Context: an optimization exercise on an open-source flow, tuned for small area and few clock cycles. The choices shown serve that exercise and are no tape-out recipe.
Function was checked by simulation only, so behaviour that the tests miss may differ from the original.
Power and IR drop assume default switching activity.

// aisp_seq
module aisp_seq (
    input  wire        clk,
    input  wire        rst,
    input  wire        rx_valid,
    input  wire [7:0]  rx_data,
    output wire        rx_ready,
    output wire        tx_valid,
    output wire [7:0]  tx_data,
    input  wire        tx_ready,
    output wire        xfer_valid,
    output wire [31:0] xfer_data,
    input  wire        xfer_ready,
    input  wire        xfer_rvalid,
    input  wire [7:0]  xfer_rdata,
    output wire        settle_valid,
    input  wire        settle_ready,
    output wire        rst_on,
    output wire        spi_own,
    output wire        err,
    output wire        errind
);
    localparam [7:0] CRC_EOP     = 8'h20;
    localparam [7:0] STK_OK      = 8'h10;
    localparam [7:0] STK_FAILED  = 8'h11;
    localparam [7:0] STK_UNKNOWN = 8'h12;
    localparam [7:0] STK_INSYNC  = 8'h14;
    localparam [7:0] STK_NOSYNC  = 8'h15;
    localparam [7:0] TAG_FLASH   = 8'h46;
    localparam [7:0] TAG_EEPROM  = 8'h45;
    localparam TAPBITS = 3;
    localparam NTAP    = 256 >> TAPBITS;
    localparam [3:0]
        C_SIGN = 4'd0,  C_IDENT = 4'd1,  C_GETP = 4'd2,  C_SETDEV = 4'd3,
        C_SETEXT = 4'd4, C_ENTER = 4'd5, C_LEAVE = 4'd6, C_SETADDR = 4'd7,
        C_UNIV = 4'd8,  C_LOADL = 4'd9,  C_PROG = 4'd10, C_READ = 4'd11,
        C_SIGRD = 4'd12, C_UNK = 4'd13, C_PERR = 4'd14, C_PBAD = 4'd15;
    localparam [3:0]
        S_OP   = 4'd0,    
        S_PARAM= 4'd1,    
        S_PAY  = 4'd2,    
        S_EOP  = 4'd3,    
        S_P14  = 4'd5,    
        S_EXEC = 4'd6,    
        S_F11  = 4'd7,    
        S_BAD  = 4'd8,    
        S_FIN  = 4'd9,    
        S_ID   = 4'd10,   
        S_FR   = 4'd11,   
        S_ER   = 4'd12,   
        S_SG   = 4'd13,   
        S_SGT  = 4'd14;   
    localparam [1:0] E_IDLE = 2'd0, E_FW = 2'd1, E_EW = 2'd2, E_FIN = 2'd3;
    reg [3:0]  state;
    reg [1:0]  eng;
    reg [3:0]  cmd;
    reg [4:0]  cnt;
    reg        tf, te;         
    reg [15:0] pw;             
    reg [8:0]  prem;           
    reg        pend, pend_ok, pend_ph;    
    reg        pmode_r, err_r, errind_r;
    reg [15:0] addr;
    reg [8:0]  fb, eb;         
    reg [8:0]  rem;            
  ...
Size in the first run: ~3900 cells after synthesis, about 2200 flip-flops, about 71 I/O pins, roughly 56000 sq um of cells after synthesis.
clock: 8.0 ns
lec_check: 0
cap_margin: 20
core_margin: 2
core_utilization: 62
place_density: 0.72
slew_margin: 20
standard.sh (not shown) runs the stock make flow with config.mk's settings and CLKGATE_MAP_FILE= SYNTH_SCRIPT=/design/flow/synth_recipe.tcl, a recipe that flattens the netlist after the stock synthesis.
==> flow/flow/run.sh <==
#!/bin/bash
# The standard layout (the standard.sh: ORFS with the standard synthesis),
# with two changes: the port buffers are the smallest buffer cell, and clock
# tree synthesis uses clkbuf_8 leaf clusters and inserts no dummy loads.
# ORFS's full output goes to standard_flow.log in the work folder; ORFS's own
# per-step logs stay under orfs/logs.
set -euo pipefail
export BUFFER_PORTS_ARGS="-buffer_cell sky130_fd_sc_hd__buf_1"
export CTS_ARGS="-sink_clustering_enable -repair_clock_nets -sink_clustering_size 18 -sink_clustering_max_diameter 50 -buf_list sky130_fd_sc_hd__clkbuf_8 -dont_use_dummy_load"
bash standard.sh > standard_flow.log 2>&1
Testbench counts at the start, summed over its fixed seeds: cycles 181,264.
Rerun with:
Settings changed: CORE_UTILIZATION 62 to 66, PLACE_DENSITY 0.72 to 0.76.
After rerunning: Wire length grows by a few percent. Cell area hardly moves. Non-clock buffer count grows by 3. Setup slack loses 0.099 ns. Area after synthesis does not change.
Rerun with:
Settings changed: CORE_UTILIZATION 66 to 55, PLACE_DENSITY 0.76 to 0.65.
- The changed run finished with timing, DRC and antenna clean
- clock-buffer cell count rises by 8
- register-to-register slack is worse by 0.12 ns
- first-iteration DRC count goes down by about 13%
- wire length stays flat
- worst hold slack loses 0.0070 ns
- clock power goes up by about 2%
- setup slack gets better by 0.0031 ns
- critical path depth went down by 1
- core utilization shrinks by 12 points
- combinational power grows by about 4%
Rerun with:
--- a/flow/flow/run.sh
+++ b/flow/flow/run.sh
@@ -9 +9 @@
-export CTS_ARGS="-sink_clustering_enable -repair_clock_nets -sink_clustering_size 18 -sink_clustering_max_diameter 50 -buf_list sky130_fd_sc_hd__clkbuf_8 -dont_use_dummy_load"
+export CTS_ARGS="-sink_clustering_enable -repair_clock_nets -sink_clustering_size 20 -sink_clustering_max_diameter 50 -buf_list sky130_fd_sc_hd__clkbuf_8 -dont_use_dummy_load"
Settings changed: CORE_UTILIZATION 55 to 62, PLACE_DENSITY 0.65 to 0.72.
After rerunning:
- first-iteration DRC count climbs by 11%
- clock power drops by 4.3%
- cell area drops by 0.86%

## static timing again, ports no longer ideal
How much do the figures lean on ideal ports? The routed layouts below were timed once more, with nothing changed but the port constraints. Step 1 sets driving cells, clkbuf_16 on the clock port and buf_2 on the other inputs (assumed; they add their load-dependent delay and slew). Step 2 times the ports against the registers' clock, not the clock port: input delays grow and output delays shrink by t, the midpoint of the rising clock arrivals with the driver on. Slacks: ideal ports / drivers / drivers and shift; pairs: ideal ports / drivers.
run	t, ns	setup WS [ns]	worst setup path after step 2
the first run	0.873	2.211 / 2.210 / 1.337	input to register
the second run	0.861	2.111 / 2.128 / 1.267	input to register
the third run	0.870	2.114 / 2.073 / 1.203	input to register
the fourth run	0.871	2.138 / 2.142 / 1.271	input to register
After both steps every run listed still meets setup and hold. The setup slack of the third run, which loses most, moves by -0.041 ns with the drivers and by -0.911 ns with both steps.
